What follows belongs to an exercise in optimizing a design on an open flow for small area, a short achievable clock period and few clock cycles per item; a production flow would make more cautious choices. The RTL was checked by simulation tests, not by an equivalence proof against the original design. Power is estimated from default activity; no workload was simulated.

[design.v]
module idfor_enc32 (
    input  wire        clk,
    input  wire        rst,
    input  wire        cmd_valid,
    output wire        cmd_ready,
    input  wire [27:0] cmd_n,
    input  wire [1:0]  cmd_sel,
    input  wire        in_valid,
    output wire        in_ready,
    input  wire [31:0] in_data,
    output wire        out_valid,
    input  wire        out_ready,
    output wire [31:0] out_data,
    output wire        out_last
);
    localparam integer R     = 163;      
    localparam integer K     = 2;        
    localparam integer GRES  = 3;        
    localparam [6:0]   ATAIL = 7'd64;    
    reg        f_act;
    reg [27:0] f_left;
    reg        cmd_rdy_r, in_rdy_r;
    reg        xv0, xv1;
    reg [32:0] xd0, xd1;            
    assign cmd_ready = cmd_rdy_r;
    assign in_ready  = in_rdy_r;
    wire        cmd_go = cmd_valid & cmd_rdy_r;
    wire        in_go  = in_valid & in_rdy_r;
    wire        x_push = cmd_go | in_go;
    wire [32:0] x_new  = cmd_go ? {1'b1, 2'b00, cmd_sel, cmd_n} : {1'b0, in_data};
    wire        x_pop;
    wire [1:0]  xcnt   = {1'b0, xv0} + {1'b0, xv1};
    wire [1:0]  xcnt_n = xcnt + {1'b0, x_push} - {1'b0, x_pop};
    wire        f_act_n = cmd_go ? 1'b1 : ((in_go && f_left == 28'd1) ? 1'b0 : f_act);
    always @(posedge clk) begin
        if (rst) begin
            f_act     <= 1'b0;
            f_left    <= 28'd0;
            cmd_rdy_r <= 1'b0;
            in_rdy_r  <= 1'b0;
            xv0       <= 1'b0;
            xv1       <= 1'b0;
        end else begin
            f_act <= f_act_n;
            if (cmd_go)
                f_left <= cmd_n;
            else if (in_go)
                f_left <= f_left - 28'd1;
            cmd_rdy_r <= ~f_act_n & (xcnt_n != 2'd2);
            in_rdy_r  <=  f_act_n & (xcnt_n != 2'd2);
            if (x_pop) begin
                if (xv1) begin
                    xd0 <= xd1;
                    xv1 <= x_push;
                    if (x_push) xd1 <= x_new;
                end else begin
                    xv0 <= x_push;
                    if (x_push) xd0 <= x_new;
                end
            end else if (x_push) begin
                if (!xv0) begin
                    xv0 <= 1'b1;
                    xd0 <= x_new;
                end else begin
                    xv1 <= 1'b1;
                    xd1 <= x_new;
                end
            end
        end
    end
    reg        dv, dh;
    reg [31:0] dd, prev;
    reg [2:0]  dnb;              
    wire [31:0] x_d = xd0[31:0] - prev;
    wire       d_take;
    assign x_pop = xv0 & (~dv | d_take);
    always @(posedge clk) begin
        if (rst)
            dv <= 1'b0;
        else if (x_pop) begin
            dv <= 1'b1;
            dh <= xd0[32];
            if (xd0[32]) begin
                dd   <= xd0[31:0];
                prev <= 32'd0;
            end else begin
                dd   <= x_d;
                prev <= xd0[31:0];
                dnb  <= 3'd1 + {2'b0, |x_d[31:7]} + {2'b0, |x_d[31:14]}
                      + {2'b0, |x_d[31:21]} + {2'b0, |x_d[31:28]};
            end
        end else if (d_take)
            dv <= 1'b0;
    end
    reg  [33*R-1:0] ring;                        
    wire [32:0]     r_out = ring[33*R-1 -: 33];  
    reg [7:0] ph;            
    reg [7:0] wp;            
    reg [7:0] fp;            
    reg [7:0] cp;            
    reg [8:0] occ;           
    reg [8:0] cav;           
    wire [7:0] ph_n = (ph == R - 1) ? 8'd0 : ph + 8'd1;
    reg [20:0] w_nblk;
    reg [27:0] w_ntail;
    reg [6:0]  w_idx;
    reg        w_pat;
    reg [3:0]  w_holes;
    reg [6:0]  w_A;
    reg [31:0] ref_w;
    wire       w_inblk = (w_idx != 7'd0);
    wire       w_slot  = (ph == wp) || (occ == 9'd0);
    wire       w_room  = (occ != R);
    wire       d_blk   = ~dh & (w_nblk != 21'd0);
    wire [6:0] d_bits  = dh ? 7'd32 : {1'b0, dnb, 3'b000};
    wire [6:0] A_e     = (w_A >= 7'd32) ? (w_A - 7'd32) : w_A;
    wire [7:0] A_sum   = {1'b0, A_e} + {1'b0, d_bits};
    wire       credit_ok = (A_sum <= 8'd64);
    wire [7:0] A_up    = (A_sum + 8'd31) & 8'hE0;
    reg w_adv, w_wr;
    always @* begin
        w_adv = 1'b0;
        w_wr  = 1'b0;
        if (w_slot && w_room) begin
            if (w_holes != 4'd0)
                w_adv = 1'b1;
            else if (dv) begin
                w_adv = 1'b1;
                w_wr  = d_blk ? 1'b1 : credit_ok;
            end else if (!w_inblk && occ != 9'd0)
                w_adv = 1'b1;
        end
    end
    assign d_take = w_wr;
    wire [1:0] dsel = dd[29:28];
    wire       hist_go = w_wr & d_blk & (w_idx == 7'd127);
    always @(posedge clk) begin
        if (rst) begin
            w_nblk  <= 21'd0;
            w_ntail <= 28'd0;
            w_idx   <= 7'd0;
            w_holes <= 4'd0;
            w_A     <= 7'd0;
            w_pat   <= 1'b0;
        end else if (w_adv) begin
            if (w_holes != 4'd0) begin
                w_holes <= w_holes - 4'd1;
                w_A     <= A_e;
            end else if (w_wr) begin
                if (dh) begin
                    w_nblk  <= (dsel == 2'd3) ? 21'd0 : dd[27:7];
                    w_ntail <= (dsel == 2'd3) ? dd[27:0]
                             : (dsel == 2'd2) ? 28'd0 : {21'd0, dd[6:0]};
                    w_pat   <= (dsel == 2'd0) || (dsel == 2'd2);
                    w_holes <= ((dsel != 2'd3) && (dd[27:7] != 21'd0)) ? 4'd2 : 4'd0;
                    w_A     <= A_sum[6:0];
                    w_idx   <= 7'd0;
                end else if (d_blk) begin
                    w_idx <= w_idx + 7'd1;
                    if (w_idx == 7'd0 || $signed(dd) < $signed(ref_w))
                        ref_w <= dd;
                    if (w_idx == 7'd127) begin
                        w_nblk  <= w_nblk - 21'd1;
                        w_holes <= GRES + ((w_nblk != 21'd1) ? 4'd2 : 4'd0);
                        w_A     <= ATAIL;
                    end
                end else begin
                    w_ntail <= w_ntail - 28'd1;
                    w_A     <= (w_ntail == 28'd1) ? A_up[6:0] : A_sum[6:0];
                end
            end else
                w_A <= A_e;
        end
    end
    reg         hs1, h_run, vv, vv_d, h_pat;
    reg [3:0]   h_k;
    reg [31:0]  ref_h;
    reg [255:0] hv8;             
    reg [223:0] cntr;            
    reg [31:0]  M;               
    integer j, c2, j2, c3, j4;
    reg [255:0] hv8_n;
    always @* begin
        for (j = 0; j < 8; j = j + 1)
            hv8_n[32 * j +: 32] = ring[33 * (128 - 16 * j) +: 32] - ref_h;
    end
    function [31:0] thermg;
        input [31:0] v;
        input [7:0]  gr;
        reg   [7:0]  gs;             
        integer k, i;
        begin
            gs[7] = 1'b0;
            gs[6] = gr[7];
            gs[5] = gr[7] | gr[6];
            gs[4] = gr[7] | gr[6] | gr[5];
            gs[3] = (gr[7] | gr[6]) | (gr[5] | gr[4]);
            gs[2] = (gr[7] | gr[6]) | (gr[5] | gr[4] | gr[3]);
            gs[1] = (gr[7] | gr[6] | gr[5]) | (gr[4] | gr[3] | gr[2]);
            gs[0] = (gr[7] | gr[6] | gr[5] | gr[4]) | (gr[3] | gr[2] | gr[1]);
            for (k = 0; k < 8; k = k + 1) begin
                thermg[4 * k + 3] = gs[k] | v[4 * k + 3];
                thermg[4 * k + 2] = gs[k] | v[4 * k + 3] | v[4 * k + 2];
                thermg[4 * k + 1] = gs[k] | v[4 * k + 3] | v[4 * k + 2] | v[4 * k + 1];
                thermg[4 * k]     = gs[k] | gr[k];
            end
        end
    endfunction
    reg [31:0]  th [0:7];
    reg [223:0] cntr_n;
    reg [31:0]  M_n;
    reg [31:0]  vor;
    reg [1:0]   pa, pb, pc2, pd;
    reg [2:0]   pab, pcd;
    reg [3:0]   pc;
    always @* begin
        vor = 32'd0;
        for (j2 = 0; j2 < 8; j2 = j2 + 1) begin
            th[j2] = thermg(hv8[32 * j2 +: 32], hg8[8 * j2 +: 8]);
            vor = vor | th[j2];
        end
        M_n = M | vor;
        for (c2 = 0; c2 < 32; c2 = c2 + 1) begin
            pa  = {1'b0, th[0][c2]} + {1'b0, th[1][c2]};
            pb  = {1'b0, th[2][c2]} + {1'b0, th[3][c2]};
            pc2 = {1'b0, th[4][c2]} + {1'b0, th[5][c2]};
            pd  = {1'b0, th[6][c2]} + {1'b0, th[7][c2]};
            pab = {1'b0, pa} + {1'b0, pb};
            pcd = {1'b0, pc2} + {1'b0, pd};
            pc  = {1'b0, pab} + {1'b0, pcd};
            cntr_n[7 * c2 +: 7] = cntr[7 * c2 +: 7] + {3'd0, pc};
        end
    end
    reg [63:0] hg8;              
    always @(posedge clk) begin
        hv8 <= hv8_n;
        for (j = 0; j < 64; j = j + 1)
            hg8[j] <= |hv8_n[4 * j +: 4];
        if (rst) begin
            hs1   <= 1'b0;
            h_run <= 1'b0;
            vv    <= 1'b0;
            vv_d  <= 1'b0;
        end else begin
            hs1  <= hist_go;
            vv   <= h_run;
            vv_d <= vv;
            if (hs1) begin
                ref_h <= ref_w;
                h_pat <= w_pat;
                h_run <= 1'b1;
                h_k   <= 4'd0;
                cntr  <= 224'd0;
                M     <= 32'd0;
            end else begin
                if (h_run) begin
                    h_k <= h_k + 4'd1;
                    if (h_k == 4'd15) h_run <= 1'b0;
                end
                if (vv) begin
                    cntr <= cntr_n;
                    M    <= M_n;
                end
            end
        end
    end
    wire h_fin = vv_d & ~vv;
    reg  [5:0]  mb_M;
    always @* begin
        mb_M = 6'd0;
        for (c3 = 0; c3 < 32; c3 = c3 + 1)
            if (M[c3]) mb_M = c3[5:0] + 6'd1;
    end
    localparam [2:0] CS_IDLE = 3'd0, CS_SCAN = 3'd1, CS_D1 = 3'd2, CS_D2 = 3'd3, CS_D3 = 3'd4;
    reg  [2:0]  cs;
    reg  [5:0]  mbr;
    reg  [2:0]  g;
    reg  [8:0]  best;
    reg  [5:0]  bsel;
    reg  [6:0]  ebest;
    reg         s0v, s1v, s2v;
    reg  [23:0] s0c, s1c;        
    reg  [27:0] s0e, s1e;        
    reg  [23:0] s0k;             
    reg  [51:0] s1p;             
    reg  [8:0]  s2k0, s2k1;      
    reg  [6:0]  s2e0, s2e1;
    reg  [5:0]  s2c0, s2c1;
    reg         res_v;
    reg [23:0] s0c_n, s0k_n;
    reg [27:0] s0e_n;
    reg [5:0]  cand;
    always @* begin
        for (j4 = 0; j4 < 4; j4 = j4 + 1) begin
            cand = {1'b0, g, 2'b00} + (6'd3 - j4[5:0]);
            s0c_n[6 * j4 +: 6] = cand;
            s0e_n[7 * j4 +: 7] = cntr[7 * cand +: 7];
            s0k_n[6 * j4 +: 6] = mbr - cand;
        end
    end
    reg [51:0] s1p_n;
    always @* begin
        for (j4 = 0; j4 < 4; j4 = j4 + 1)
            s1p_n[13 * j4 +: 13] = {6'd0, s0e[7 * j4 +: 7]} * {7'd0, s0k[6 * j4 +: 6]};
    end
    reg [35:0] k2;
    reg [6:0]  e2;
    reg [12:0] p2;
    always @* begin
        for (j4 = 0; j4 < 4; j4 = j4 + 1) begin
            e2 = s1e[7 * j4 +: 7];
            p2 = s1p[13 * j4 +: 13];
            k2[9 * j4 +: 9] = {1'b0, s1c[6 * j4 +: 6], 2'b00}
                + ((e2 == 7'd0) ? 9'd0
                   : ({4'd0, e2[6:2]} + {8'd0, |e2[1:0]} + {1'b0, p2[12:5]} + {8'd0, |p2[4:0]}));
        end
    end
    wire        w01  = k2[17:9] < k2[8:0];
    wire        w23  = k2[35:27] < k2[26:18];
    wire        wq   = s2k1 < s2k0;
    wire [8:0]  kq   = wq ? s2k1 : s2k0;
    wire [6:0]  eq   = wq ? s2e1 : s2e0;
    wire [5:0]  cq   = wq ? s2c1 : s2c0;
    wire        res_take;        
    always @(posedge clk) begin
        if (rst) begin
            cs    <= CS_IDLE;
            s0v   <= 1'b0;
            s1v   <= 1'b0;
            s2v   <= 1'b0;
            res_v <= 1'b0;
        end else begin
            if (res_take) res_v <= 1'b0;
            s1v  <= s0v;
            s2v  <= s1v;
            s1c  <= s0c;
            s1e  <= s0e;
            s1p  <= s1p_n;
            s2k0 <= w01 ? k2[17:9] : k2[8:0];
            s2e0 <= w01 ? s1e[13:7] : s1e[6:0];
            s2c0 <= w01 ? s1c[11:6] : s1c[5:0];
            s2k1 <= w23 ? k2[35:27] : k2[26:18];
            s2e1 <= w23 ? s1e[27:21] : s1e[20:14];
            s2c1 <= w23 ? s1c[23:18] : s1c[17:12];
            if (s2v && kq < best) begin
                best  <= kq;
                bsel  <= cq;
                ebest <= eq;
            end
            s0v <= 1'b0;
            case (cs)
                CS_IDLE: if (h_fin) begin
                    mbr   <= mb_M;
                    best  <= {1'b0, mb_M, 2'b00};
                    bsel  <= mb_M;
                    ebest <= 7'd0;
                    g     <= (mb_M - 6'd1) >> 2;
                    if (h_pat && mb_M != 6'd0)
                        cs <= CS_SCAN;
                    else
                        res_v <= 1'b1;
                end
                CS_SCAN: begin
                    s0c <= s0c_n;
                    s0e <= s0e_n;
                    s0k <= s0k_n;
                    s0v <= 1'b1;
                    g   <= g - 3'd1;
                    if (g == 3'd0) cs <= CS_D1;
                end
                CS_D1: cs <= CS_D2;
                CS_D2: cs <= CS_D3;
                default: begin
                    res_v <= 1'b1;
                    cs    <= CS_IDLE;
                end
            endcase
        end
    end
    reg  [63:0] acc;
    reg  [6:0]  cnt;
    reg  [6:0]  lastpos;
    reg         ov, sv;              
    reg  [31:0] od, sd;
    reg         ol, sl;
    assign out_valid = ov;
    assign out_data  = od;
    assign out_last  = ol;
    wire        emit_i = (cnt >= 7'd32) && !(ov && sv);
    wire [6:0]  cnt_e  = emit_i ? (cnt - 7'd32) : cnt;
    wire [63:0] acc_e  = emit_i ? {32'd0, acc[63:32]} : acc;
    wire        w_last = (lastpos == 7'd32);
    wire [6:0]  lastpos_e = (emit_i && lastpos != 7'd0) ? (lastpos - 7'd32) : lastpos;
    localparam [2:0] EK_RAW = 3'd0, EK_LOW = 3'd1, EK_HIP = 3'd3,
                     EK_POS0 = 3'd4, EK_POS1 = 3'd5, EK_HIW = 3'd6;
    reg         ev;
    reg  [2:0]  ek;
    reg  [39:0] eval;
    reg  [5:0]  ew;
    reg         ealign, elast;
    reg  [6:0]  eidx;
    reg         eexc;                
    reg  [31:0] maskb;               
    reg         tq_v;                
    reg  [2:0]  tq_k;
    reg  [39:0] tq_val;
    reg  [5:0]  tq_w;
    reg         tq_align, tq_last, tq_exc;
    reg  [6:0]  tq_idx, tq_lim, tq_lim32;
    reg  [6:0]  elim, elim32;        
    reg  [5:0]  cb, cmb;
    reg  [6:0]  ce;
    reg  [31:0] cref;
    reg         c_slow, c_lastsec;
    reg  [63:0] posbuf;
    reg  [31:0] hiacc;
    reg  [5:0]  hcnt;
    reg  [6:0]  xc;                  
    reg  [127:0] flags;              
    reg  [6:0]  pcnt;
    reg  [6:0]  pnext;               
    wire [31:0] ev32   = eval[31:0];
    wire [31:0] mask_b = maskb;
    wire [5:0]  whi    = cmb - cb;
    wire [31:0] hv     = (cb >= 6'd32) ? 32'd0 : (ev32 >> cb);
    wire        hlast  = eexc && (xc == ce - 7'd1);
    reg  [39:0] p_val;
    reg  [6:0]  p_w;
    reg         p_align, p_last;
    always @* begin
        p_val   = 40'd0;
        p_w     = 7'd0;
        p_align = 1'b0;
        p_last  = 1'b0;
        case (ek)
            EK_RAW: begin
                p_val = eval; p_w = {1'b0, ew};
                p_align = ealign; p_last = elast;
            end
            EK_LOW: begin
                p_val = {8'd0, ev32 & mask_b}; p_w = {1'b0, cb};
                p_last = elast;
            end
            EK_HIP: begin
                p_val = {8'd0, hv}; p_w = eexc ? {1'b0, whi} : 7'd0;
                p_align = hlast; p_last = hlast & c_lastsec;
            end
            EK_POS0: begin
                p_val = {8'd0, posbuf[31:0]}; p_w = 7'd32;
            end
            EK_POS1: begin
                p_val = {8'd0, posbuf[63:32]}; p_w = 7'd32;
            end
            default: begin
                p_val = {8'd0, hiacc}; p_w = 7'd32; p_last = elast;
            end
        endcase
    end
    wire        e_fits  = emit_i ? (cnt <= elim32) : (cnt <= elim);
    wire        push    = ev & e_fits;
    wire        e_acc   = ~tq_v;
    wire [7:0]  cnt_p   = {1'b0, cnt_e} + {1'b0, p_w};
    wire [7:0]  cnt_pa  = p_align ? ((cnt_p + 8'd31) & 8'hE0) : cnt_p;
    wire [63:0] p_sh    = {24'd0, p_val} << cnt_e;
    wire        e_elem  = (ek == EK_LOW) || (ek == EK_HIP);
    always @(posedge clk) begin
        if (rst) begin
            acc     <= 64'd0;
            cnt     <= 7'd0;
            lastpos <= 7'd0;
            ov      <= 1'b0;
            sv      <= 1'b0;
        end else begin
            if (push) begin
                acc <= acc_e | p_sh;
                cnt <= cnt_pa[6:0];
                lastpos <= p_last ? cnt_pa[6:0] : lastpos_e;
            end else begin
                acc <= acc_e;
                cnt <= cnt_e;
                lastpos <= lastpos_e;
            end
            if (ov && out_ready) begin
                if (sv) begin
                    od <= sd;
                    ol <= sl;
                    sv <= 1'b0;
                end else if (emit_i) begin
                    od <= acc[31:0];
                    ol <= w_last;
                end else
                    ov <= 1'b0;
            end else if (emit_i) begin
                if (!ov) begin
                    ov <= 1'b1;
                    od <= acc[31:0];
                    ol <= w_last;
                end else begin
                    sv <= 1'b1;
                    sd <= acc[31:0];
                    sl <= w_last;
                end
            end
        end
    end
    localparam [1:0] CX_HDR = 2'd0, CX_BLK = 2'd1, CX_TAIL = 2'd2;
    localparam [1:0] PS_LOW = 2'd0, PS_HI = 2'd2;
    localparam [2:0] SQ_IDLE = 3'd0, SQ_REF = 3'd1, SQ_POS0 = 3'd2, SQ_POS1 = 3'd3,
                     SQ_HIW = 3'd4, SQ_PWAIT = 3'd5, SQ_PF = 3'd6;
    reg  [7:0]  phc;             
    reg  [1:0]  c_exp;
    reg  [1:0]  c_pass;
    reg  [20:0] c_nblk;
    reg  [27:0] c_ntail;
    reg  [6:0]  c_idx;
    reg         c_descdone;
    reg  [7:0]  c_base;
    reg  [2:0]  sq;
    wire [32:0] r_c   = ring[33 * (R - 1 - K) +: 33];
    wire        c_at  = (phc == cp) && (cav != 9'd0);
    wire        c_vld = r_c[32];
    wire [31:0] c_d   = r_c[31:0];
    wire        c_holdblk = c_slow && (c_pass == PS_LOW);
    wire        desc_go = (sq == SQ_IDLE) && (c_exp == CX_BLK) && (c_pass == PS_LOW)
                        && (c_idx == 7'd0) && !c_descdone && res_v && (!ev || push) && !tq_v;
    assign res_take = desc_go;
    reg c_adv, c_take, c_jump, c_free;
    always @* begin
        c_adv  = 1'b0;
        c_take = 1'b0;
        c_jump = 1'b0;
        c_free = 1'b0;
        if (c_at) begin
            if (!c_vld) begin
                c_adv  = 1'b1;
                c_free = 1'b1;
            end else if (e_acc && sq == SQ_IDLE) begin
                case (c_exp)
                    CX_BLK: if (c_descdone) begin
                        c_take = 1'b1;
                        c_adv  = 1'b1;
                        c_free = ~c_holdblk;
                        c_jump = c_holdblk && (c_idx == 7'd127);
                    end
                    default: begin
                        c_take = 1'b1;
                        c_adv  = 1'b1;
                        c_free = 1'b1;
                    end
                endcase
            end
        end
    end
    wire        m0 = |c_d[31:7];
    wire        m1 = |c_d[31:14];
    wire        m2 = |c_d[31:21];
    wire        m3 = |c_d[31:28];
    wire [39:0] c_vb  = {4'd0, c_d[31:28], m3, c_d[27:21], m2, c_d[20:14],
                         m1, c_d[13:7], m0, c_d[6:0]};
    wire [2:0]  c_nb  = 3'd1 + {2'b0, m0} + {2'b0, m1} + {2'b0, m2} + {2'b0, m3};
    wire [1:0]  h_sel = c_d[29:28];
    wire [20:0] h_nblk  = (h_sel == 2'd3) ? 21'd0 : c_d[27:7];
    wire [27:0] h_ntail = (h_sel == 2'd3) ? c_d[27:0]
                        : (h_sel == 2'd2) ? 28'd0 : {21'd0, c_d[6:0]};
    wire        blk_end = c_take && (c_exp == CX_BLK) && (c_idx == 7'd127)
                        && (!c_slow || c_pass == PS_HI);
    wire [1:0]  exp_after_blk = (c_nblk != 21'd1) ? CX_BLK
                              : ((c_ntail != 28'd0) ? CX_TAIL : CX_HDR);
    reg [6:0] pf_idx;
    integer q;
    always @* begin
        pf_idx = 7'd0;
        for (q = 127; q >= 0; q = q - 1)
            if (flags[q] && q[6:0] >= pnext) pf_idx = q[6:0];
    end
    wire [5:0]  d_whi  = mbr - bsel;
    wire [9:0]  d_ehi  = {6'd0, ebest[3:0]} * {4'd0, d_whi};
    wire        d_fast = (ebest <= 7'd8) && (d_ehi <= 10'd32);
    always @(posedge clk) begin
        if (rst) begin
            phc        <= K;
            c_exp      <= CX_HDR;
            c_pass     <= PS_LOW;
            c_nblk     <= 21'd0;
            c_ntail    <= 28'd0;
            c_idx      <= 7'd0;
            c_descdone <= 1'b0;
            sq         <= SQ_IDLE;
            c_slow     <= 1'b0;
            xc         <= 7'd0;
        end else begin
            phc <= (phc == R - 1) ? 8'd0 : phc + 8'd1;
            if (push && e_elem) begin
                if (ek == EK_LOW) begin
                    flags[eidx] <= eexc;
                    if (eexc && !c_slow) begin
                        posbuf[8 * xc[2:0] +: 8] <= {1'b0, eidx};
                        hiacc <= hiacc | (hv << hcnt);
                        hcnt  <= hcnt + whi;
                    end
                end
                if (eidx == 7'd127)
                    xc <= 7'd0;
                else if (eexc)
                    xc <= xc + 7'd1;
            end
            if (desc_go) begin
                cb     <= bsel;
                cmb    <= mbr;
                ce     <= ebest;
                cref   <= ref_h;
                maskb  <= (bsel >= 6'd32) ? 32'hFFFFFFFF : ((32'd1 << bsel) - 32'd1);
                c_slow <= ~d_fast;
                c_lastsec <= (c_nblk == 21'd1) && (c_ntail == 28'd0);
                posbuf <= 64'd0;
                hiacc  <= 32'd0;
                hcnt   <= 6'd0;
                xc     <= 7'd0;
                sq     <= SQ_REF;
            end else if (sq == SQ_PWAIT) begin
                pcnt  <= 7'd0;
                pnext <= 7'd0;
                if (!ev && !tq_v) sq <= SQ_PF;
            end else if (sq != SQ_IDLE && e_acc) begin
                case (sq)
                    SQ_REF: begin
                        c_descdone <= 1'b1;
                        sq    <= SQ_IDLE;
                    end
                    SQ_POS0: sq <= (ce > 7'd4) ? SQ_POS1 : SQ_HIW;
                    SQ_POS1: sq <= SQ_HIW;
                    SQ_HIW:  sq <= SQ_IDLE;
                    default: begin   
                        pnext  <= pf_idx + 7'd1;
                        pcnt   <= pcnt + 7'd1;
                        if (pcnt == ce - 7'd1) sq <= SQ_IDLE;
                    end
                endcase
            end else if (c_take) begin
                case (c_exp)
                    CX_HDR: begin
                        c_nblk  <= h_nblk;
                        c_ntail <= h_ntail;
                        c_exp   <= (h_nblk != 21'd0) ? CX_BLK : CX_TAIL;
                        c_idx   <= 7'd0;
                        c_pass  <= PS_LOW;
                        c_descdone <= 1'b0;
                    end
                    CX_TAIL: begin
                        c_ntail <= c_ntail - 28'd1;
                        if (c_ntail == 28'd1) c_exp <= CX_HDR;
                    end
                    default: begin
                        c_idx  <= c_idx + 7'd1;
                        if (c_idx == 7'd0 && c_pass == PS_LOW)
                            c_base <= cp;
                        if (c_idx == 7'd127) begin
                            if (blk_end) begin
                                c_pass     <= PS_LOW;
                                c_descdone <= 1'b0;
                                c_nblk     <= c_nblk - 21'd1;
                                c_exp      <= exp_after_blk;
                                if (!c_slow && ce != 7'd0) sq <= SQ_POS0;
                            end else begin
                                c_pass <= PS_HI;
                                sq     <= SQ_PWAIT;
                            end
                        end
                    end
                endcase
            end
        end
    end
    wire [31:0] c_v   = c_d - cref;
    reg         n_load;
    reg  [2:0]  n_k;
    reg  [39:0] n_val;
    reg  [5:0]  n_w;
    reg         n_align, n_last, n_exc;
    reg  [6:0]  n_lim, n_lim32;
    always @* begin
        n_load  = 1'b0;
        n_k     = EK_RAW;
        n_val   = {8'd0, c_d};
        n_w     = 6'd32;
        n_lim   = 7'd32;
        n_lim32 = 7'd64;
        n_align = 1'b0;
        n_last  = 1'b0;
        n_exc   = 1'b0;
        if (desc_go) begin
            n_load = 1'b1;
            n_val  = {8'd0, 9'd0, ebest, 2'b00, mbr, 2'b00, bsel};
        end else if (sq == SQ_PWAIT) begin
        end else if (sq != SQ_IDLE && e_acc) begin
            n_load = 1'b1;
            case (sq)
                SQ_REF: begin
                    n_val  = {8'd0, cref};
                    n_last = c_lastsec && (cb == 6'd0) && (ce == 7'd0);
                end
                SQ_POS0: n_k = EK_POS0;
                SQ_POS1: n_k = EK_POS1;
                SQ_HIW: begin
                    n_k    = EK_HIW;
                    n_last = c_lastsec;
                end
                default: begin
                    n_val   = {33'd0, pf_idx};
                    n_w     = 6'd8;
                    n_lim   = 7'd56;
                    n_lim32 = 7'd88;
                    n_align = (pcnt == ce - 7'd1);
                end
            endcase
        end else if (c_take) begin
            n_load = 1'b1;
            case (c_exp)
                CX_HDR: ;
                CX_TAIL: begin
                    n_val   = c_vb;
                    n_w     = {c_nb, 3'b000};
                    n_lim   = 7'd64 - {1'b0, c_nb, 3'b000};
                    n_lim32 = 7'd96 - {1'b0, c_nb, 3'b000};
                    n_align = (c_ntail == 28'd1);
                    n_last  = (c_ntail == 28'd1);
                end
                default: begin
                    n_k     = (c_pass == PS_LOW) ? EK_LOW : EK_HIP;
                    n_val   = {8'd0, c_v};
                    n_exc   = (c_pass == PS_LOW) ? ((c_v & ~maskb) != 32'd0) : flags[c_idx];
                    n_lim   = 7'd64 - {1'b0, (c_pass == PS_LOW) ? cb : whi};
                    n_lim32 = 7'd96 - {1'b0, (c_pass == PS_LOW) ? cb : whi};
                    n_last  = c_lastsec && (ce == 7'd0) && (cb != 6'd0) && (c_idx == 7'd127);
                end
            endcase
        end
    end
    always @(posedge clk) begin
        if (rst) begin
            ev   <= 1'b0;
            tq_v <= 1'b0;
        end else begin
            if (!ev || push) begin
                if (tq_v) begin
                    ev <= 1'b1;
                    ek <= tq_k; eval <= tq_val; ew <= tq_w; ealign <= tq_align;
                    elast <= tq_last; eidx <= tq_idx; eexc <= tq_exc;
                    elim <= tq_lim; elim32 <= tq_lim32;
                    tq_v <= n_load;
                end else begin
                    ev <= n_load;
                end
                if (!tq_v && n_load) begin
                    ek <= n_k; eval <= n_val; ew <= n_w; ealign <= n_align;
                    elast <= n_last; eidx <= c_idx; eexc <= n_exc;
                    elim <= n_lim; elim32 <= n_lim32;
                end
            end else if (n_load)
                tq_v <= 1'b1;
            if (n_load && (tq_v || (ev && !push))) begin
                tq_k <= n_k; tq_val <= n_val; tq_w <= n_w; tq_align <= n_align;
                tq_last <= n_last; tq_idx <= c_idx; tq_exc <= n_exc;
                tq_lim <= n_lim; tq_lim32 <= n_lim32;
            end
        end
    end
    wire [32:0] port_in = w_adv ? {w_wr, w_wr ? dd : r_out[31:0]} : r_out;
    always @(posedge clk)
        ring <= {ring[33 * (R - 1) - 1:0], port_in};
    always @(posedge clk) begin
        if (rst) begin
            ph  <= 8'd0;
            wp  <= 8'd0;
            fp  <= 8'd0;
            cp  <= 8'd0;
            occ <= 9'd0;
            cav <= 9'd0;
        end else begin
            ph <= ph_n;
            if (occ == 9'd0) begin
                wp  <= ph_n;
                fp  <= w_adv ? ph : ph_n;
                cp  <= w_adv ? ph : ph_n;
                occ <= {8'd0, w_adv};
                cav <= {8'd0, w_adv};
            end else begin
                if (w_adv) wp <= ph_n;
                if (c_free) fp <= (fp == R - 1) ? 8'd0 : fp + 8'd1;
                if (c_jump)
                    cp <= c_base;
                else if (c_adv)
                    cp <= (cp == R - 1) ? 8'd0 : cp + 8'd1;
                occ <= occ + {8'd0, w_adv} - {8'd0, c_free};
                cav <= cav + {8'd0, w_adv} - {8'd0, c_adv} + (c_jump ? 9'd128 : 9'd0);
            end
        end
    end
endmodule
[run.sh]
#!/bin/bash
# synth_recipe.tcl (not shown) runs the flow's synth.tcl, then flattens the netlist and writes it again
# the make line also repeats each setting of config.mk as NAME=value (left out here)
make -C /OpenROAD-flow-scripts/flow DESIGN_CONFIG=/design/flow/config.mk WORK_HOME=/design/flow/orfs CLKGATE_MAP_FILE= SYNTH_SCRIPT=/design/flow/synth_recipe.tcl finish
[config.mk]
export PLATFORM = sky130hd
export DESIGN_NAME = idfor_enc32
export DESIGN_NICKNAME = idfor_enc32
export VERILOG_FILES = /design/flow/design.v
export SDC_FILE = /design/flow/constraint.sdc
export NUM_CORES = 4
export LEC_CHECK = 0
export ABC_CLOCK_PERIOD_IN_PS = 4000
export CAP_MARGIN = 20
export CORE_MARGIN = 2
export CORE_UTILIZATION = 60
export CTS_BUF_LIST = sky130_fd_sc_hd__clkbuf_8
export SLEW_MARGIN = 20
export SYNTH_MEMORY_MAX_BITS = 8192
[constraint.sdc]
create_clock -name core_clock -period 12.0 [get_ports {clk}]
set_input_delay 2.4000 -clock core_clock [delete_from_list [all_inputs] [get_ports {clk}]]
set_output_delay 2.4000 -clock core_clock [all_outputs]
set_load 0.01 [all_outputs]
==> results of run 1 <==
-- synthesized netlist by cell type (all sizes together), types with 122 or more instances --
cell type and n:
a211oi 130, a21o 256, a21oi 874, a31oi 146, and2 162, clkbuf 449
dfxtp 5948, edfxtp 1190, fa 284, ha 834, inv 701, mux2 184
mux2i 187, mux4 153, nand2 1181, nand2b 150, nand3 178, nor2 1294
nor2b 256, nor3 348, o21a 122, o21ai 643, or3 197, xnor2 360
xor2 275
-- layout make-up --
type / instances / area share, %
Antenna cell: 20 / 0.01939
Multi-Input combinational cell: 9705 / 27.14
Clock buffer: 1354 / 7.221
Sequential cell: 7138 / 59.99
Inverter: 710 / 1.035
Clock inverter: 532 / 1.191
Tap cell: 5038 / 2.443
Timing Repair Buffer: 286 / 0.9551
-- kinds of logic (layout without fill, tap and decap cells) --
| kind of cell | after synthesis | count (layout) | synth area share [%] |
|---|---|---|---|
| buf+inv | 1258 | 2882 | 2.091 |
| xor+xnor | 636 | 636 | 2.434 |
| mux | 524 | 524 | 3.238 |
| fa+ha+maj | 1118 | 1118 | 7.027 |
| flops | 7138 | 7138 | 67.49 |
| simple gates | 4294 | 4294 | 8.858 |
| other cells | 0 | 20 | 0 |
| compound gates | 3133 | 3133 | 8.865 |
-- registers in the layout, indices dropped and copies added (netlist names), 33 cells and up --
signal,cells
hg8,64
posbuf,64
s1p,52
eval,36
ring,5379
xd1,33
acc,64
cntr,224
hv8,192
tq_val,36
xd0,33
flags,128
-- worst reg2reg max path, cell delays in order (launching register included) --
cell	delay (ns)
dfxtp_1	0.43
or3_1	0.54
or3_1	0.58
nor3_1	0.48
nand2b_1	0.21
or2_2	0.36
nor2_1	0.20
fa_1	0.45
inv_1	0.11
fa_1	0.44
fa_1	0.52
fa_1	0.50
fa_1	0.43
a21o_1	0.17
a21oi_1	0.24
xor2_1	0.20
nor2_1	0.06
-- report_power, final --
| group | internal (mW) | leakage [nW] | switching, mW |
|---|---|---|---|
| Clock | 10.8 | 12.6 | 8.83 |
| Sequential | 25.2 | 58.8 | 0.394 |
| Combinational | 1.00 | 33.3 | 1.52 |
-- final timing paths --
check	from	end	slack [ns]	cells after the start
worst max register to register	hg8[7]	cntr[11]	5.80	16
worst min register to register	ring[3925]	ring[3958]	0.22	0
worst min-delay path	ring[3925]	ring[3958]	0.22	0
worst max-delay path	hg8[7]	cntr[11]	5.80	16
-- metal layers --
layer	track usage, %	vias to the layer above
met5	0	-
met4	13.72	16
met3	6.225	1291
met2	42.07	5433
met1	41.02	66930
li1	-	64970
==> results_dict.tcl, run 1 <==
set metrics [dict create \
    critPathCaptureType "flop" \
    chipWidth_um 622.3 \
    place_area_um2 236300 \
    grt_start_max_net_pins 168 \
    synth_area_per_cell_um2 12.67 \
    grt_pass1_vias 133400 \
    ios 103 \
    leakage_nw 104.6 \
    cts_hold_buf 0 \
    wl_per_cell_um 22.65 \
    cp.arrival_ns 7.16 \
    start_util_pct 60.14 \
    crit_path_max_incr_delay_ns 0.57 \
    max-slew-margin-rel_pct 20.14 \
    period_share_pct 51.71 \
    grt_setup_unrepaired "false" \
    netlist_top_cells_area "dfxtp_1 (52%), edfxtp_1 (16%), ha_1 (4.5%), fa_1 (2.5%), nor2_1 (2.1%)" \
    whs_ns 0.2240 \
    clk_latency_ns 1.35 \
    clock_sinks 7138 \
    yosys.cell_types.count 101 \
    hpwl_um 398800 \
    core_um2 381400 \
    antenna_found_initial 68 \
    hold_viol 0 \
    dr_wl_met3_um 44720 \
    cts_resized 0 \
    synth-async-reset-ratio_pct 0 \
    finalSetupViolCount 0 \
    cts_root_buf "clkbuf_8" \
    fin_nets 20160 \
    dr.pass1.iters 10 \
    crit_fanout 9 \
    seq_area_frac_synth_pct 67.49 \
    numCtsBuffers 1134 \
    syn_area_um2 229400 \
    wl_met1_um 249600 \
    clkTransAtPathRegs_ns 0.06 \
    grt.overflow.total 0 \
    cp.required_ns 12.95 \
    ys_ff_latch 7138 \
    netlist.area_leader.share_pct 51.91 \
    area_growth_pct 12.50 \
    crit_slowest_cell "or3_1" \
    slew_viol_final 0 \
    status "timing/DRC/antenna clean" \
    fin_skew_ns 0.1643 \
    first_iter_violations 13530 \
    grtUsageTotal_pct 28.81 \
    grt_pass1_wl_um 833200 \
    vias 138600 \
    layout_setup_ws_ns 5.795 \
    total_power_mw 47.66 \
    final_common_cell "dfxtp_1" \
    cts_tree "built" \
    max_cap_violations 0 \
    ir_drop_mv 0.2601 \
    die_area_um2 387300 \
    crit_chain "or3_1 -> or3_1 -> nor3_1 -> nand2b_1 -> or2_2 -> nor2_1 -> fa_1 -> inv_1 -> fa_1 -> fa_1 -> fa_1 -> fa_1 -> a21o_1 -> a21oi_1 -> xor2_1 -> nor2_1" \
    power_density_nw_per_um2 184.7 \
    fin_util_pct 67.66 \
    cts_post_setup_buffers_inserted 0 \
    pre_cts_ws_ns 5.516 \
    design_area_um2 258100 \
    min_period_ns 6.205 \
    worst_slew_pin_slew_ns 1.195 \
    fin_setup_tns_ns 0 \
    multi_input_area_um2 70050 \
    fp.dieH_um 622.3 \
    drcViolationCount 0 \
    drive_above_1_share_pct 11.34 \
    fmax_ghz 0.1612 \
    hp-class "flop to flop" \
    synthCells 18100 \
    ant_nets 0 \
    row_count 227 \
    start_kind "flop" \
    place.gp.congestion 0.9961 \
    critPathTopFamily "simple AND/OR/NAND/NOR gates" \
    wl_met2_um 241800 \
    max-clock-path-buffers 5 \
    viasPerCell 5.594 \
    ys.flop_type "dfxtp_1" \
    seqCellArea_um2 154800 \
    crit_top_cell "fa_1" \
    synth_top_area_cell "dfxtp_1" \
    htreeDepth 7 \
    synth_nets 19290 \
    top_layer_used "met5" \
    ys_warn_count 2 \
    post-place-cells 22880 \
    synth_edf_count 1190 \
    final_cell_mix "dfxtp_1 (5944), clkbuf_8 (1354), nor2_1 (1283)" \
    final_cells 24780 \
    wirelength_um 561400 \
    portBuffers 102 \
    fill_cells 27640 \
    worst-setup-path-type "flop to flop" \
    path_buf_inv 1 \
]
Testbench counts, summed over its fixed seeds: cycles 43,373, elements 35,051.
==> run 2: changes to the inputs <==
--- a/design.v
+++ b/design.v
@@ -13,7 +13,7 @@
     output wire [31:0] out_data,
     output wire        out_last
 );
-    localparam integer R     = 163;      
+    localparam integer R     = 164;      
     localparam integer K     = 2;        
     localparam integer GRES  = 3;        
     localparam [6:0]   ATAIL = 7'd64;    
@@ -172,7 +172,8 @@
                 w_A <= A_e;
         end
     end
-    reg         hs1, h_run, vv, vv_d, h_pat;
+    reg         hs1, h_run, vv, pcv, pcv_d, h_pat;
+    reg [127:0] pcr;             
     reg [3:0]   h_k;
     reg [31:0]  ref_h;
     reg [255:0] hv8;             
@@ -208,6 +209,7 @@
     endfunction
     reg [31:0]  th [0:7];
     reg [223:0] cntr_n;
+    reg [127:0] pc_n;
     reg [31:0]  M_n;
     reg [31:0]  vor;
     reg [1:0]   pa, pb, pc2, pd;
@@ -228,23 +230,27 @@
             pab = {1'b0, pa} + {1'b0, pb};
             pcd = {1'b0, pc2} + {1'b0, pd};
             pc  = {1'b0, pab} + {1'b0, pcd};
-            cntr_n[7 * c2 +: 7] = cntr[7 * c2 +: 7] + {3'd0, pc};
+            pc_n[4 * c2 +: 4] = pc;
+            cntr_n[7 * c2 +: 7] = cntr[7 * c2 +: 7] + {3'd0, pcr[4 * c2 +: 4]};
         end
     end
     reg [63:0] hg8;              
     always @(posedge clk) begin
         hv8 <= hv8_n;
+        pcr <= pc_n;
         for (j = 0; j < 64; j = j + 1)
             hg8[j] <= |hv8_n[4 * j +: 4];
         if (rst) begin
             hs1   <= 1'b0;
             h_run <= 1'b0;
             vv    <= 1'b0;
-            vv_d  <= 1'b0;
+            pcv   <= 1'b0;
+            pcv_d <= 1'b0;
         end else begin
             hs1  <= hist_go;
             vv   <= h_run;
-            vv_d <= vv;
+            pcv   <= vv;
+            pcv_d <= pcv;
             if (hs1) begin
                 ref_h <= ref_w;
                 h_pat <= w_pat;
@@ -257,14 +263,14 @@
                     h_k <= h_k + 4'd1;
                     if (h_k == 4'd15) h_run <= 1'b0;
                 end
-                if (vv) begin
-                    cntr <= cntr_n;
+                if (vv)
                     M    <= M_n;
-                end
+                if (pcv)
+                    cntr <= cntr_n;
             end
         end
     end
-    wire h_fin = vv_d & ~vv;
+    wire h_fin = pcv_d & ~pcv;
     reg  [5:0]  mb_M;
     always @* begin
         mb_M = 6'd0;
@@ -574,8 +580,19 @@
             if (flags[q] && q[6:0] >= pnext) pf_idx = q[6:0];
     end
     wire [5:0]  d_whi  = mbr - bsel;
-    wire [9:0]  d_ehi  = {6'd0, ebest[3:0]} * {4'd0, d_whi};
-    wire        d_fast = (ebest <= 7'd8) && (d_ehi <= 10'd32);
+    reg  [5:0]  d_wmax;              
+    always @* begin
+        case (ebest[3:0])
+            4'd0, 4'd1: d_wmax = 6'd32;
+            4'd2:       d_wmax = 6'd16;
+            4'd3:       d_wmax = 6'd10;
+            4'd4:       d_wmax = 6'd8;
+            4'd5:       d_wmax = 6'd6;
+            4'd6:       d_wmax = 6'd5;
+            default:    d_wmax = 6'd4;
+        endcase
+    end
+    wire        d_fast = (ebest <= 7'd8) && (d_whi <= d_wmax);
     always @(posedge clk) begin
         if (rst) begin
             phc        <= K;
==> run 2 against run 1 <==
Power increased by 3.9%. Core utilization grew 0.34 points. Critical path type unchanged. First-iteration DRC count down 4.2%. Flip-flop and latch count is 162 higher. Sequential share of layout area is 0.25 points lower. Wire length is 3.1% higher. Still clean on timing, DRC and antenna.
==> results_dict.tcl, run 2 <==
set metrics [dict create \
    status "timing/DRC/antenna clean" \
    ir_drop_mv 0.1864 \
    largestRegisters "ring x5412, cntr x224, hv8 x192" \
    r2r_cells 13 \
    min_from "ring[4739]" \
    clock_power_share_pct 41.4 \
    worst-setup-path-type "flop to flop" \
    hpwl_um 411500 \
    cts_resized 0 \
    wl_per_cell_um 22.75 \
    critPathTopFamily "compound AO/OA/AOI/OAI gates" \
    period_share_pct 46.80 \
    synth_common_cells "dfxtp_1 (6110), nor2_1 (1195), edfxtp_1 (1190)" \
    path_buf_inv 1 \
    netlist_top_cells_area "dfxtp_1 (52%), edfxtp_1 (15%), ha_1 (4.7%), fa_1 (2.4%), nor2_1 (1.9%)" \
    swShare_pct 22.79 \
    fin_nets 20660 \
    grt_start_max_net_pins 147 \
    netlist.area_leader.share_pct 52.14 \
    pwr-share-seq_pct 53.0 \
    finalSetupViolCount 0 \
    ys_warn_count 2 \
    drive_above_1_share_pct 12.01 \
    grt_setup_unrepaired "false" \
    max-clock-path-buffers 5 \
    cts_post_setup_buffers_inserted 0 \
    critPathCaptureType "flop" \
    crit_slowest_cell "o31ai_1" \
    area_growth_pct 12.78 \
    seq_area_frac_synth_pct 67.37 \
    fin_skew_ns 0.1226 \
    crit_fanout 8 \
    vias 141100 \
    crit_chain "inv_1 -> ha_1 -> nor2b_1 -> o31a_1 -> o21ai_0 -> nand3_1 -> o31ai_1 -> a2bb2oi_1 -> a21boi_0 -> a2111oi_0 -> o21bai_1 -> a21oi_1 -> xnor2_1" \
    p_comb_share_pct 5.6 \
    cts_tree "built" \
    synth-async-reset-ratio_pct 0 \
    cp.arrival_ns 6.76 \
    ys_ff_latch 7300 \
    grt_pass1_wl_um 862700 \
    first_iter_violations 12960 \
    viasPerCell 5.546 \
    clk_latency_ns 1.29 \
    synth_area_per_cell_um2 12.66 \
    wl_met1_um 254000 \
    final_common_cell "dfxtp_1" \
    synth_edf_count 1190 \
    slew_viol_final 0 \
    antenna_found_initial 60 \
    final_cell_mix "dfxtp_1 (6107), clkbuf_8 (1410), edfxtp_1 (1190)" \
    hold_end "ring[4772]" \
    grtUsageTotal_pct 29.17 \
    synth_nets 19750 \
    start_util_pct 60.29 \
    r2r_setup_slack_ns 6.38 \
    row_count 229 \
    hp-class "flop to flop" \
    top_layer_used "met5" \
    max-slew-margin-rel_pct 18.97 \
    grt_pass1_vias 138100 \
    largest_register "ring" \
    chipWidth_um 629.3 \
    worst_slew_pin_slew_ns 1.206 \
    ios 103 \
    synth_top_area_cell "dfxtp_1" \
    dr.pass1.iters 7 \
    ant_nets 0 \
    htreeDepth 7 \
    syn_area_um2 234600 \
    intPower_mw 38.23 \
    fin_setup_tns_ns 0 \
    start_kind "flop" \
    ys.flop_type "dfxtp_1" \
    dr_wl_met3_um 40040 \
    drcViolationCount 0 \
    core_um2 389100 \
    hold_viol 0 \
    fp.dieH_um 629.3 \
    fmax_ghz 0.1781 \
    yosys.cell_types.count 99 \
    place.gp.congestion 0.9850 \
    cts_root_buf "clkbuf_8" \
    grt.overflow.total 0 \
    min_period_ns 5.615 \
    die_area_um2 396000 \
    leakage_nw 107.5 \
    largest_reg_flops 5412 \
    hold_depth 0 \
    r2r-start "ref_h[2]" \
    power_density_nw_per_um2 187.1 \
    wirelength_um 579000 \
    max_cap_violations 0 \
    crit_path_max_incr_delay_ns 0.82 \
    synthCells 18520 \
    portBuffers 102 \
    cp.required_ns 13.14 \
    total_power_mw 49.51 \
    clock_sinks 7300 \
    clkTransAtPathRegs_ns 0.06 \
    p_switching_mw 11.28 \
    wl_met2_um 253000 \
    cts_hold_buf 0 \
    yosysMostFrequentCell "dfxtp_1" \
    reg2reg_to "hv8[158]" \
    numCtsBuffers 1159 \
]
[run 2: area by class of cell]
cell class	count	area [µm²]
clock inverter	546	3334
clock buffer	1410	19410
multi-input combinational	9840	71530
tap	5197	6502
inverter	830	3120
antenna	23	57.56
timing repair buffer	300	2562
sequential	7300	158100
fill	28200	124500
[run 2: how the worst max path moves through the flow]
stage / startpoint / endpoint / slack, ns / cells after the start
2_1_floorplan: rst / flags[0] / 1.02 / 5
3_3_place_gp: ref_h[5] / hv8[159] / 5.55 / 14
3_5_place_dp: s1p[40] / s2k1[7] / 6.46 / 21
4_1_cts: s1p[40] / s2e1[1] / 6.41 / 21
5_1_grt: s1p[40] / s2e1[1] / 6.02 / 21
6_report: ref_h[2] / hv8[158] / 6.38 / 13
[run 2: power by group through the flow]
stage | logic [mW] | clock network [mW] | registers (mW)
3_5_place_dp | 2.75 | 0 | 26.8
6_report | 2.78 | 20.5 | 26.3
2_1_floorplan | 2.05 | 0 | 26.5
4_1_cts | 2.77 | 21.0 | 26.3
3_3_place_gp | 2.71 | 0 | 26.8
5_1_grt | 3.13 | 22.1 | 26.3
[run 2: logic make-up after synthesis]
| logic type | share of synthesized area [%] |
|---|---|
| xor gates and xnor gates | 2.524 |
| AOI/OAI and AO/OA | 8.507 |
| DFF | 67.37 |
| and+or+nand+nor | 8.923 |
| adders and majority gates | 7.109 |
| buffers and inverters | 2.245 |
| muxes | 3.320 |
[run 2: through the flow]
stage	util [%]	hold slack [ns]	instance area (µm²)	std cells	setup WS, ns
after floorplan	-	0.3096	234600	18520	1.023
after global placement	62.10	0.3095	241600	23460	5.554
after detailed placement	62.12	0.3121	241700	23470	6.461
after CTS	67.97	0.2248	264500	25420	6.409
after global routing	67.98	0.2427	264500	25430	6.016
final	67.99	0.2024	264600	25450	6.385
[run 2: per-layer routing]
metal,vias to the layer above,GRT usage (%)
met5,-,0
met4,4,16.28
met3,1419,5.440
met2,5392,43.74
met1,67920,40.13
li1,66380,-
Testbench counts of run 2, summed over its fixed seeds: cycles 43,414, elements 35,051.
==> run 3: changes to the inputs <==
--- a/design.v
+++ b/design.v
@@ -230,7 +230,7 @@
             pab = {1'b0, pa} + {1'b0, pb};
             pcd = {1'b0, pc2} + {1'b0, pd};
             pc  = {1'b0, pab} + {1'b0, pcd};
-            pc_n[4 * c2 +: 4] = pc;
+            pc_n[4 * c2 +: 4] = vv ? pc : 4'd0;
             cntr_n[7 * c2 +: 7] = cntr[7 * c2 +: 7] + {3'd0, pcr[4 * c2 +: 4]};
         end
     end
@@ -265,8 +265,7 @@
                 end
                 if (vv)
                     M    <= M_n;
-                if (pcv)
-                    cntr <= cntr_n;
+                cntr <= cntr_n;
             end
         end
     end
@@ -289,6 +288,7 @@
     reg  [27:0] s0e, s1e;        
     reg  [23:0] s0k;             
     reg  [51:0] s1p;             
+    reg  [35:0] s1a;             
     reg  [8:0]  s2k0, s2k1;      
     reg  [6:0]  s2e0, s2e1;
     reg  [5:0]  s2c0, s2c1;
@@ -305,9 +305,15 @@
         end
     end
     reg [51:0] s1p_n;
+    reg [35:0] s1a_n;
+    reg [6:0]  e1;
     always @* begin
-        for (j4 = 0; j4 < 4; j4 = j4 + 1)
-            s1p_n[13 * j4 +: 13] = {6'd0, s0e[7 * j4 +: 7]} * {7'd0, s0k[6 * j4 +: 6]};
+        for (j4 = 0; j4 < 4; j4 = j4 + 1) begin
+            e1 = s0e[7 * j4 +: 7];
+            s1p_n[13 * j4 +: 13] = {6'd0, e1} * {7'd0, s0k[6 * j4 +: 6]};
+            s1a_n[9 * j4 +: 9]   = {1'b0, s0c[6 * j4 +: 6], 2'b00}
+                                 + {4'd0, e1[6:2]} + {8'd0, |e1[1:0]};
+        end
     end
     reg [35:0] k2;
     reg [6:0]  e2;
@@ -316,9 +322,7 @@
         for (j4 = 0; j4 < 4; j4 = j4 + 1) begin
             e2 = s1e[7 * j4 +: 7];
             p2 = s1p[13 * j4 +: 13];
-            k2[9 * j4 +: 9] = {1'b0, s1c[6 * j4 +: 6], 2'b00}
-                + ((e2 == 7'd0) ? 9'd0
-                   : ({4'd0, e2[6:2]} + {8'd0, |e2[1:0]} + {1'b0, p2[12:5]} + {8'd0, |p2[4:0]}));
+            k2[9 * j4 +: 9] = s1a[9 * j4 +: 9] + {1'b0, p2[12:5]} + {8'd0, |p2[4:0]};
         end
     end
     wire        w01  = k2[17:9] < k2[8:0];
@@ -342,6 +346,7 @@
             s1c  <= s0c;
             s1e  <= s0e;
             s1p  <= s1p_n;
+            s1a  <= s1a_n;
             s2k0 <= w01 ? k2[17:9] : k2[8:0];
             s2e0 <= w01 ? s1e[13:7] : s1e[6:0];
             s2c0 <= w01 ? s1c[11:6] : s1c[5:0];
--- a/config.mk
+++ b/config.mk
@@ -9,6 +9,7 @@
 export CAP_MARGIN = 20
 export CORE_MARGIN = 2
 export CORE_UTILIZATION = 60
-export CTS_BUF_LIST = sky130_fd_sc_hd__clkbuf_8
+export CTS_CLUSTER_DIAMETER = 100
+export CTS_CLUSTER_SIZE = 30
 export SLEW_MARGIN = 20
 export SYNTH_MEMORY_MAX_BITS = 8192
==> run 3 against run 2 <==
Power fell by 15%. Flip-flop and latch count rose by 32. Final cell count fell by 6.0%. Global-route usage fell by 1.3 points. Still clean on timing, DRC and antenna. Critical path type unchanged. Largest power group unchanged. Sequential power barely moved. Core utilization fell by 3.6 points. Area after synthesis rose by 0.15%. Via count fell by 4.5%.
==> results_dict.tcl, run 3 <==
set metrics [dict create \
    status "timing/DRC/antenna clean" \
    crit_top_cell "buf_4" \
    hold_viol 0 \
    grt_start_max_net_pins 152 \
    final_cell_mix "dfxtp_1 (6103), nor2_1 (1247), edfxtp_1 (1222)" \
    synth_edf_count 1222 \
    ios 103 \
    period_share_pct 50.21 \
    crit_path_max_incr_delay_ns 0.81 \
    slew_viol_final 0 \
    reg2reg_to "hiacc[13]" \
    ys.flop_type "dfxtp_1" \
    cp.arrival_ns 6.62 \
    hpwl_um 409500 \
    fin_util_pct 64.42 \
    first_iter_violations 12400 \
    seq_area_frac_synth_pct 67.68 \
    netlist_top_cells_area "dfxtp_1 (52%), edfxtp_1 (16%), ha_1 (4.6%), fa_1 (2.3%), nor2_1 (2.0%)" \
    syn_area_um2 235000 \
    crit_slowest_cell "buf_4" \
    synthCells 18550 \
    grt_pass1_vias 128200 \
    crit_chain "inv_1 -> nand2_1 -> o41a_1 -> a21oi_4 -> a31oi_1 -> a22oi_1 -> nor2_1 -> nor2_1 -> nand4_1 -> buf_4 -> a21oi_4 -> buf_4 -> buf_4" \
    critPathCaptureType "flop" \
    place.gp.congestion 0.9778 \
    cp.required_ns 12.59 \
    fmax_ghz 0.1660 \
    r2r_setup_slack_ns 5.97 \
    max_cap_violations 0 \
    die_area_um2 396600 \
    clk_latency_ns 0.99 \
    worst_slew_pin_slew_ns 1.355 \
    wl_per_cell_um 23.57 \
    max-slew-margin-rel_pct 8.240 \
    path_buf_inv 4 \
    cp-startpoint "cnt[3]" \
    largest_reg_flops 5412 \
    area_growth_pct 6.768 \
    fin_skew_ns 0.08313 \
    drcViolationCount 0 \
    ys_ff_latch 7332 \
    worst-setup-path-type "flop to flop" \
    netlist.area_leader.share_pct 52.06 \
    synth-async-reset-ratio_pct 0 \
    numCtsBuffers 293 \
    clkTransAtPathRegs_ns 0.12 \
    min_period_ns 6.026 \
    crit_fanout 69 \
    synth_common_cells "dfxtp_1 (6110), nor2_1 (1253), edfxtp_1 (1222)" \
    core_um2 389400 \
    grtUsageTotal_pct 27.84 \
    vias 134800 \
    power_density_nw_per_um2 166.9 \
    synth_area_per_cell_um2 12.67 \
    wirelength_um 563600 \
    clock_sinks 7332 \
    yosys.cell_types.count 91 \
    cts_tree "built" \
    row_count 229 \
    start_util_pct 60.34 \
    max-clock-path-buffers 4 \
    chipWidth_um 629.8 \
    r2r-start "cnt[3]" \
    htreeDepth 5 \
    fin_nets 19800 \
    fin_setup_tns_ns 0 \
    cts_resized 0 \
    critPathTopFamily "buffers and inverters" \
    cts_root_buf "clkbuf_16" \
    fill_cells 29530 \
    leakage_nw 99.12 \
    ys_warn_count 2 \
    viasPerCell 5.634 \
    grt.overflow.total 0 \
    largest_register "ring" \
    yosysMostFrequentCell "dfxtp_1" \
    ant_nets 0 \
    ir_drop_mv 0.2095 \
    fp.dieH_um 629.8 \
    start_kind "flop" \
    finalSetupViolCount 0 \
    synth_top_area_cell "dfxtp_1" \
    final_common_cell "dfxtp_1" \
    cts_hold_buf 0 \
    dr.pass1.iters 9 \
    r2r_cells 13 \
    antenna_found_initial 50 \
    cp.depth 13 \
    drive_above_1_share_pct 6.383 \
    endpoint "hiacc[13]" \
    portBuffers 102 \
    grt_setup_unrepaired "false" \
    synth_nets 19760 \
    cts_post_setup_buffers_inserted 0 \
    hp-class "flop to flop" \
    largestRegisters "ring x5412, cntr x224, hv8 x192" \
    grt_pass1_wl_um 829000 \
]
[run 3: routing by layer]
metal	global-route usage [%]	share of wire, %	vias up
met1	39.39	44	65280
li1	-	-	63820
met5	0	0.0071	-
met3	3.385	6.3	1048
met2	43.39	44	4603
met4	12.22	5.0	6
[run 3: layout make-up]
cell class / instances / area, µm² / area share [%]
sequential: 7332 / 159000 / 63.39
clock inverter: 58 / 829.5 / 0.3307
inverter: 806 / 3033 / 1.209
antenna: 14 / 35.03 / 0.01397
tap: 5197 / 6502 / 2.592
timing repair buffer: 322 / 2694 / 1.074
clock buffer: 353 / 7750 / 3.089
multi-input combinational: 9835 / 70980 / 28.30
[run 3: worst register-to-register path, cell delays in order, from the launching register on]
cell and delay (ns):
dfxtp_2 0.33, inv_1 0.75, nand2_1 0.46, o41a_1 0.61, a21oi_4 0.17, a31oi_1 0.08
a22oi_1 0.22, nor2_1 0.17, nor2_1 0.29, nand4_1 0.50, buf_4 0.51, a21oi_4 0.25
buf_4 0.43, buf_4 0.83
[run 3: through the flow]
| stage | instances | cell area, µm² | setup WS [ns] | power [mW] | hold slack (ns) |
|---|---|---|---|---|---|
| after global placement | 23490 | 242200 | 6.212 | 30.26 | 0.3095 |
| after global routing | 23910 | 250800 | 5.565 | 43.40 | 0.2933 |
| after floorplan | 18550 | 235000 | 1.546 | 29.13 | 0.3096 |
| final | 23920 | 250900 | 5.974 | 41.87 | 0.2896 |
| after CTS | 23900 | 250800 | 6.111 | 42.15 | 0.2801 |
| after detailed placement | 23490 | 242200 | 6.145 | 30.31 | 0.3121 |
[run 3: where the power goes]
part           switching (mW)  internal [mW]
clock                    7.28           4.78
combinational            2.19           1.30
sequential              0.457           25.9
total                    9.92           31.9
[run 3: how the worst min path moves through the flow]
stage                     startpoint    endpoint  cells past startpoint
after CTS                 ring[2102]  ring[2135]                      0
final                     ring[2102]  ring[2135]                      0
after floorplan            ring[967]  ring[1000]                      0
after detailed placement  ring[1053]  ring[1086]                      0
after global routing      ring[4672]  ring[4705]                      0
after global placement    ring[3441]  ring[3474]                      0
[run 3: cell families (layout without fill, tap and decap cells)]
group	after synthesis	in the layout	synth area share [%]
fa+ha+maj	1147	1147	6.980
simple gates	4366	4366	8.947
buf+inv	1380	1539	2.223
mux	549	549	3.231
flops	7332	7332	67.68
compound gates	3092	3092	8.401
other cells	0	14	0
xor+xnor	681	681	2.539
Testbench counts of run 3, summed over its fixed seeds: cycles 43,414, elements 35,051.

[port drivers added, routing unchanged]
Ports are ideal in the flow. The routed layouts listed here were re-timed in OpenROAD.
Step 1 sets driving cells, clkbuf_16 on the clock port and buf_2 on the other inputs (assumed; they add their load-dependent delay and slew).
Step 2 times the ports against the registers' clock, not the clock port: input delays grow and output delays shrink by t, the midpoint of the rising clock arrivals with the driver on.
Slacks: ideal ports / drivers / drivers and shift; pairs: ideal ports / drivers.
| run | t (ns) | setup WS [ns] | worst setup path at the end | clock arrival spread, ns | worst data-port slew with drivers (ns) |
|---|---|---|---|---|---|
| run 1 | 1.371 | 5.795 / 5.795 / 5.428 | input to register | 0.176 / 0.176 | 0.11 |
| run 2 | 1.351 | 6.385 / 6.385 / 6.385 | register to register | 0.157 / 0.157 | 0.07 |
| run 3 | 1.062 | 5.974 / 5.974 / 5.974 | register to register | 0.087 / 0.087 | 0.08 |
After both steps every run listed still meets setup and hold. The setup slack of run 1, which loses most, moves by 0.000 ns with the drivers and by -0.367 ns with both steps.
